This design comes from an exercise in tuning for small area, a short achievable clock period and few clock cycles on the open sky130 flow, not from production work. Only simulation tests tie the RTL to the original design; equivalence was not proved. No activity file was given, so power comes from the tool's default toggle rates.

==> design.v <==
module msg_codec #(
    parameter integer MSM     = 64,         
    parameter integer KEY_LEN = 1,          
    parameter [8*KEY_LEN-1:0] KEY = 8'h5A   
) (
    input  wire       clk,
    input  wire       rst,
    input  wire       wr_en,
    input  wire [6:0] addr,
    input  wire [7:0] wdata,
    output wire [7:0] rdata,
    input  wire       cmd_valid,
    input  wire       cmd_op,
    input  wire [7:0] cmd_len,
    output wire       cmd_ready,
    output reg        done,
    output reg        ok,
    output reg  [3:0] cerr,
    output reg  [7:0] result
);
    localparam integer BUF_CAP = 65;
    localparam [7:0]   KEYB    = KEY[7:0];
    localparam [3:0] CERR_NONE  = 4'd0;
    localparam [3:0] CERR_RANGE = 4'd2;
    localparam [3:0] CERR_CODEC = 4'd6;
    localparam [3:0] CERR_CRC   = 4'd7;
    localparam [1:0] S_IDLE   = 2'd0;
    localparam [1:0] S_WALK   = 2'd1;   
    localparam [1:0] S_REPLAY = 2'd2;   
    localparam [1:0] S_EXEC   = 2'd3;   
    function [7:0] fl_add(input [7:0] a, input [7:0] b);
        reg [8:0] s;
        begin
            s = {1'b0, a} + {1'b0, b};
            fl_add = (s >= 9'd255) ? s - 9'd255 : s[7:0];
        end
    endfunction
    reg [7:0]  buffer [0:BUF_CAP-1];
    reg [64:0] mask;           
    reg [1:0] state;
    reg       op_r;
    reg [6:0] len_r;
    reg [6:0] t;               
    reg [6:0] q;               
    reg [6:0] nr;              
    reg       evalid;
    reg [6:0] eend;
    reg [7:0] s1e, s2e;
    reg       dvalid;
    reg [6:0] dend;
    reg [7:0] dcnt;            
    reg       dbad;            
    reg [6:0] lcp;             
    reg [7:0] s1d, s2d;
    wire idle = (state == S_IDLE);
    assign cmd_ready = idle;
    assign rdata = addr[6] ? buffer[64] : buffer[addr[5:0]];
    wire       hw    = idle & wr_en & (addr < BUF_CAP);
    wire       rp_ev = (state == S_REPLAY) & (t < len_r);
    wire       ev    = hw | rp_ev;
    wire [6:0] ea    = idle ? addr : t;
    wire [7:0] ex    = idle ? wdata : buffer[0];
    wire       e_restart = ev & (ea == 7'd2);
    wire       e_ext     = ev & evalid & (ea == eend);
    wire       e_break   = ev & (ea > 7'd2) & (ea < eend);
    wire [7:0] e_s1b     = e_restart ? KEYB : s1e;
    wire [7:0] e_s2b     = e_restart ? KEYB : s2e;
    wire [7:0] e_s1n     = fl_add(e_s1b, ex);
    wire [7:0] e_s2n     = fl_add(e_s2b, e_s1n);
    wire       d_restart = ev & (ea == 7'd0);
    wire       d_ext     = ev & dvalid & (ea == dend) & (ea != 7'd0);
    wire       d_break   = ev & (ea != 7'd0) & (ea < dend);
    wire       is_code   = (ea == 7'd0) | (dcnt == 8'd0);
    wire [7:0] d_x       = is_code ? 8'd0 : ex;
    wire [7:0] d_s1n     = fl_add(s1d, d_x);
    wire [7:0] d_s2n     = fl_add(s2d, d_s1n);
    reg [64:0] zf;
    integer j;
    always @(*) begin
        for (j = 0; j < BUF_CAP; j = j + 1)
            zf[j] = (buffer[j] == 8'd0);
    end
    wire [6:0] lo = idle ? 7'd2 : (state == S_EXEC ? 7'd2 : q + 7'd1);
    wire [6:0] hi = (state == S_WALK) ? nr : eend - 7'd1;
    reg  [64:0] sv, pre, oh;
    reg  [6:0]  pidx;
    reg         pfound;
    integer k;
    always @(*) begin
        for (j = 0; j < BUF_CAP; j = j + 1)
            sv[j] = zf[j] & (j >= lo) & (j <= hi);
        pre[0] = 1'b0;
        for (j = 1; j < BUF_CAP; j = j + 1)
            pre[j] = pre[j-1] | sv[j-1];
        for (j = 0; j < BUF_CAP; j = j + 1)
            oh[j] = sv[j] & ~pre[j];
        pfound = |sv;
        for (k = 0; k < 7; k = k + 1) begin
            pidx[k] = 1'b0;
            for (j = 0; j < BUF_CAP; j = j + 1)
                if ((j >> k) & 1) pidx[k] = pidx[k] | oh[j];
        end
    end
    wire acc    = idle & cmd_valid;
    wire acc_e  = acc & ~cmd_op;
    wire acc_d  = acc & cmd_op;
    wire e_rng  = (cmd_len < 8'd3) | (cmd_len > 8'd64);
    wire d_rng  = (cmd_len > 8'd65);
    wire d_zero = (cmd_len == 8'd0);
    wire e_hit  = evalid & (cmd_len == {1'b0, eend});
    wire d_hit  = dvalid & (cmd_len == {1'b0, dend});
    wire exec_e = (acc_e & ~e_rng & e_hit) | ((state == S_EXEC) & ~op_r);
    wire exec_d = (acc_d & ~d_rng & ~d_zero & d_hit) | ((state == S_EXEC) & op_r);
    wire to_rp  = (acc_e & ~e_rng & ~e_hit) | (acc_d & ~d_rng & ~d_zero & ~d_hit);
    wire       s1z = (s1e == 8'd0);
    wire       s2z = (s2e == 8'd0);
    wire [6:0] fz  = s1z ? 7'd0 : s2z ? 7'd1 : pfound ? pidx : eend;
    wire       e_nozero = ~s1z & ~s2z & ~pfound;
    wire [6:0] qn    = pfound ? pidx : nr + 7'd1;
    wire [7:0] wcode = {1'b0, qn - q};
    wire       d_succ  = ~dbad & (dcnt == 8'd0);
    wire [6:0] d_w     = dend - 7'd1;
    wire [6:0] d_limit = d_succ ? d_w : lcp;
    wire [7:0] c0      = mask[1] ? 8'd0 : buffer[1];
    wire [7:0] c1      = mask[2] ? 8'd0 : buffer[2];
    wire       d_match = (c0 == s1d) & (c1 == s2d);
    wire       walk   = (state == S_WALK);
    wire       wp_en  = hw | walk;
    wire [6:0] wp_a   = idle ? addr : q;
    wire [7:0] wp_d   = idle ? wdata : wcode;
    wire       rotate = (state == S_REPLAY);
    always @(posedge clk) begin
        for (j = 0; j < BUF_CAP; j = j + 1) begin
            if (exec_d) begin
                if (j < d_limit)
                    buffer[j] <= mask[j+1] ? 8'd0 : buffer[(j+1) % BUF_CAP];
            end else if (exec_e) begin
                if (j == 0)
                    buffer[j] <= {1'b0, fz} + 8'd1;
                else if (j == 1)
                    buffer[j] <= s1e;
                else if (j == 2)
                    buffer[j] <= s2e;
                else if (j <= eend)
                    buffer[j] <= buffer[j-1];
            end else if (rotate) begin
                buffer[j] <= buffer[(j+1) % BUF_CAP];
            end else if (wp_en && wp_a == j) begin
                buffer[j] <= wp_d;
            end
        end
        if (rotate)
            mask <= {rp_ev & is_code, mask[64:1]};
        else
            for (j = 0; j < BUF_CAP; j = j + 1)
                if (hw && addr == j)
                    mask[j] <= is_code;
    end
    always @(posedge clk) begin
        done <= 1'b0;
        if (rst) begin
            state  <= S_IDLE;
            evalid <= 1'b0;
            dvalid <= 1'b0;
            ok     <= 1'b0;
            cerr   <= CERR_NONE;
            result <= 8'd0;
        end else begin
            if (e_restart) begin
                evalid <= 1'b1;
                eend   <= 7'd3;
                s1e    <= e_s1n;
                s2e    <= e_s2n;
            end else if (e_ext) begin
                eend   <= eend + 7'd1;
                s1e    <= e_s1n;
                s2e    <= e_s2n;
            end else if (e_break) begin
                evalid <= 1'b0;
            end
            if (d_restart) begin
                dvalid <= 1'b1;
                dend   <= 7'd1;
                dcnt   <= ex - 8'd1;
                dbad   <= (ex == 8'd0);
                lcp    <= 7'd0;
                s1d    <= KEYB;
                s2d    <= KEYB;
            end else if (d_ext) begin
                dend <= dend + 7'd1;
                if (!dbad) begin
                    if (is_code) begin
                        lcp  <= ea;
                        dbad <= (ex == 8'd0);
                        dcnt <= ex - 8'd1;
                    end else begin
                        dcnt <= dcnt - 8'd1;
                    end
                    if (ea >= 7'd3) begin
                        s1d <= d_s1n;
                        s2d <= d_s2n;
                    end
                end
            end else if (d_break) begin
                dvalid <= 1'b0;
            end
            case (state)
            S_IDLE, S_EXEC: begin
                if (acc_e & e_rng) begin
                    done   <= 1'b1;
                    ok     <= 1'b0;
                    cerr   <= CERR_RANGE;
                    result <= 8'd0;
                end
                if (acc_d & d_rng) begin
                    done   <= 1'b1;
                    ok     <= 1'b0;
                    cerr   <= CERR_RANGE;
                    result <= 8'd0;
                end
                if (acc_d & ~d_rng & d_zero) begin
                    done   <= 1'b1;
                    ok     <= 1'b0;
                    cerr   <= CERR_CODEC;
                    result <= 8'd0;
                end
                if (to_rp) begin
                    state <= S_REPLAY;
                    op_r  <= cmd_op;
                    len_r <= cmd_len[6:0];
                    t     <= 7'd0;
                end
                if (exec_d) begin
                    evalid <= 1'b0;
                    dvalid <= 1'b0;
                    state  <= S_IDLE;
                    done   <= 1'b1;
                    if (!d_succ || d_w < 7'd3) begin
                        ok     <= 1'b0;
                        cerr   <= CERR_CODEC;
                        result <= 8'd0;
                    end else begin
                        ok     <= d_match;
                        cerr   <= d_match ? CERR_NONE : CERR_CRC;
                        result <= {1'b0, d_w};
                    end
                end
                if (exec_e) begin
                    evalid <= 1'b0;
                    dvalid <= 1'b0;
                    ok     <= 1'b1;
                    cerr   <= CERR_NONE;
                    result <= {1'b0, eend} + 8'd1;
                    nr     <= eend;
                    q      <= fz + 7'd1;
                    if (e_nozero) begin
                        done  <= 1'b1;
                        state <= S_IDLE;
                    end else begin
                        state <= S_WALK;
                    end
                end
            end
            S_WALK: begin
                q <= qn;
                if (!pfound) begin
                    done  <= 1'b1;
                    state <= S_IDLE;
                end
            end
            S_REPLAY: begin
                t <= t + 7'd1;
                if (t == 7'd64)
                    state <= S_EXEC;
            end
            endcase
        end
    end
endmodule
==> run.sh <==
#!/bin/bash
# synth_recipe.tcl (not shown) runs the flow's synth.tcl, then flattens the netlist and writes it again
# the make line also repeats each setting of config.mk as NAME=value (left out here)
make -C /OpenROAD-flow-scripts/flow DESIGN_CONFIG=/design/flow/config.mk WORK_HOME=/design/flow/orfs CLKGATE_MAP_FILE= SYNTH_SCRIPT=/design/flow/synth_recipe.tcl finish
==> config.mk <==
export PLATFORM = sky130hd
export DESIGN_NAME = msg_codec
export DESIGN_NICKNAME = msg_codec
export VERILOG_FILES = /design/flow/design.v
export SDC_FILE = /design/flow/constraint.sdc
export NUM_CORES = 4
export LEC_CHECK = 0
export CAP_MARGIN = 20
export CORE_MARGIN = 2
export CORE_UTILIZATION = 40
export SLEW_MARGIN = 20
==> constraint.sdc <==
create_clock -name core_clock -period 10.0 [get_ports {clk}]
set_input_delay 2.0000 -clock core_clock [delete_from_list [all_inputs] [get_ports {clk}]]
set_output_delay 2.0000 -clock core_clock [all_outputs]
set_load 0.01 [all_outputs]
==> reports/metrics.cfg <==
[clock_network]
cts_buffers = 83
insertion_delay_ps = 740
cts_buffer_depth = 3
clk_pin_slew_ps = 50
cts_sinks = 692
post-cts-setup-buffer-count = 0
post_cts_resized = 0
ctsHtreeMaxLevel = 3
cts-root-buf = clkbuf_16
cts_tree = done
postCtsHoldBufs = 0

[sta]
finalMaxSlewViolations = 0
setup_viol = 0
slew_headroom = 0.1180
max_freq_ghz = 0.1066
tightest_slew_ps = 1312
rsz0062_at_grt = no
timing.final.crit_period_ps = 9382
hold_viol_final = 0
min_period_over_period = 0.9382
fin_tns_setup_ps = 0
finClkSkew_ps = 46.35

[yosys]
synth-seq-area-share = 0.4260
async_reset_ff_frac = 0
synth_compound_area_frac = 0.2933
synth_warnings = 3
syn_avg_cell_area_um2 = 8.714
synth_area_um2 = 48380
synth_simple_gate_area_frac = 0.1810
postSynthCellCount = 5552
synth_cell_types = 117
synth_adder_area_share = 0.02296
synth_mux_area_frac = 0.007189
synthXorXnorAreaFrac = 0.02312
synthTopCellsByArea = edfxtp_1 42%, a21oi_1 8.6%, o21ai_0 5.8%, nor2_1 4.7%, a221o_1 4.2%
synth_edf_count = 675
synth_top_area_share = 0.4189
synthFlopType = edfxtp_1
synth_top_family_by_area = compound AO/OA/AOI/OAI gates
yosysTopAreaCell = edfxtp_1
synth_nets = 5665
ys_seq_elements = 692

[cells_and_area]
final_util = 0.4549
layout_commonest_cell = a21oi_1
syn2layout_area_growth_pct = 12.81
nFillCells = 11730
num-nets-final = 5650
drive_gt1_frac = 0.09870
final_cell_mix = 828 x a21oi_1, 675 x edfxtp_1, 595 x nor2_1

[setup_path]
crit_buf_inv = 3
critPathMaxStageDelay_ps = 1240
path_cells = clkdlybuf4s50_1 > buf_4 > nor2b_1 > nand3_1 > nor2_1 > a22o_1 > a221oi_1 > nand4_1 > nor4_1 > nand2_1 > o21ai_0 > o21ai_0 > clkdlybuf4s50_1
r2r_start = q[1]
cp_top_family = simple AND/OR/NAND/NOR gates
worstPathMaxFanout = 11
cp.depth = 13
r2r_end = buffer[36][6]
arrival_ps = 7380
cp-end-kind = output port
cp.required_ps = 8000
reg2reg_depth = 25
crit_type = in2out
cp_slowest_cell = nor2_1
r2r_slack_ps = 780
cp-start-kind = input pin

[die]
die_x_um = 351.8
die_y_um = 351.8
initial_core_util = 0.4033
core_area_um2 = 120000
fp-row-count = 127
die-area_um2 = 123800
io_pins = 51

[detailed_routing]
firstDrtPassIters = 9
viasPerCell = 7.650
ant_nets = 0
dr_total_vias = 55370
drtIter0Drc = 11750
drc = 0
routed_wl_um = 329000
wl_per_cell_um = 45.46

[flow_run]
drv_cap = 0

[min_path]
worstHoldPathCells = 2
hp-start = cerr[0]
hold_path_class = reg2reg
min_to = cerr[0]

[placement]
dp_hpwl_um = 250900
port_buffers = 49
gp_congestion = 1.206

[grt]
grt_pass1_vias = 48520
antenna_found_initial = 45
grt_max_degree = 245
overflow = 0
grt_pass1_wl_um = 434300
grt_usage = 0.5168

[pwr]
ir_drop_mv = 0.2929
leakage_nw = 18.42
cellPowerDensity_nw_per_um2 = 353.4

[outcome]
outcome = no timing/DRC/antenna violations

through the flow:
step	std cells	instance area [µm²]	setup slack, ps	hold WS [ps]	power [W]
2_1_floorplan	5552	48380	1248	420.6	0.01061
6_report	7238	54580	617.5	481.4	0.01929
4_1_cts	7214	54500	1092	479.1	0.01842
3_3_place_gp	7063	51830	555.2	461.3	0.01525
5_1_grt	7216	54520	444.0	510.1	0.01945
3_5_place_dp	7063	51840	457.2	468.9	0.01536
cells by family after synthesis:
family	Yosys count
AOI/OAI and AO/OA	2243
and+or+nand+nor	1804
buffers and inverters	567
DFF	692
xor gates and xnor gates	126
other	1
adders and majority gates	86
muxes	33
cell usage after synthesis, drive strengths merged (9+ instances only):
cell type	instances
o32ai	17
o22ai	47
o211ai	14
a22oi	181
o2111ai	11
a21oi	832
o21bai	18
nand2	291
dfxtp	17
mux2	14
inv	144
nor3b	14
o31ai	17
edfxtp	675
a2bb2oi	9
and2	23
a211o	13
xnor2	90
nand3	336
ha	80
or3	17
buf	68
o21a	21
a221oi	53
a31oi	41
and3	30
a221o	203
a211oi	33
nor2	613
a22o	41
clkbuf	352
a21o	17
o221ai	12
nor4	141
xor2	36
nor2b	34
or2	23
nand4	91
mux2i	19
a2111oi	15
or4	29
o21ai	575
nand2b	30
nor3	96
worst min-delay path: stages, from the launching register on:
cell,delay (ps)
dfxtp_1,320
nand2_1,60
a21oi_1,50
how the worst max path moves through the flow:
stage	endpoint	slack [ps]	from
floorplan	s2d[6]	1250	addr[2]
global placement	s2d[6]	560	addr[3]
detailed placement	s2e[7]	460	addr[3]
CTS	rdata[6]	1090	addr[2]
global route	s2d[5]	440	addr[3]
finish	rdata[6]	620	addr[2]
layer usage:
metal / routed length, µm / global-route usage / vias to the layer above
met5: 306 / 0 / -
met4: 25690 / 0.3280 / 34
met3: 54650 / 0.2396 / 1199
met2: 125900 / 0.6854 / 5376
met1: 122500 / 0.6695 / 27210
li1: - / - / 21550
final cells by class:
class	instances	area, µm²	area share
Sequential cell	692	20610	0.3776
Timing Repair Buffer	320	2641	0.04839
Multi-Input combinational cell	4293	26040	0.4771
Inverter	147	551.8	0.01011
Antenna cell	23	57.56	0.001055
Clock inverter	43	449.2	0.008230
Tap cell	1612	2017	0.03695
Clock buffer	108	2211	0.04051
sequential cells by signal (all words and copies together), names as in the netlist, 8 cells and up:
register  cells
buffer      520
mask         64
dcnt          8
result        8
s1d           8
s1e           8
s2d           8
s2e           8
where the power goes:
group | leakage (nW) | switching [W] | total (W) | internal, W
sequential | 6.39 | 0.00308 | 0.00811 | 0.00503
combinational | 10.7 | 0.00543 | 0.00807 | 0.00265
clock | 1.29 | 0.00142 | 0.00311 | 0.00168
total | 18.4 | 0.00992 | 0.0193 | 0.00936
Testbench counts, summed over its fixed seeds: cycles 28,017.

==> afterwards: timing with drivers on the ports <==
The flow's constraints put no driver on any port. The routed layout listed below was extracted and timed again, unchanged, in two steps. Step 1, drivers: a clkbuf_16 drives clk and a buf_2 each remaining input, both assumed. Step 2 adds t to the input delays and takes it off the output delays; t is the mean of the earliest and latest rising clock arrival at the registers after step 1. Input paths then give back, and output paths get back, about the clock's delay inside the block. Slacks: ideal / step 1 / step 2; pairs: ideal / step 1.
shift t [ns]: 0.793
setup WS [ns]: 0.618 / 0.552 / 0.230
latest minus earliest clock arrival (ns): 0.047 / 0.046
cell pins on the clock port's net: 1
After both steps this run still meets setup and hold. For this run, drivers alone change the setup slack by -0.066 ns; drivers and shift together by -0.388 ns.
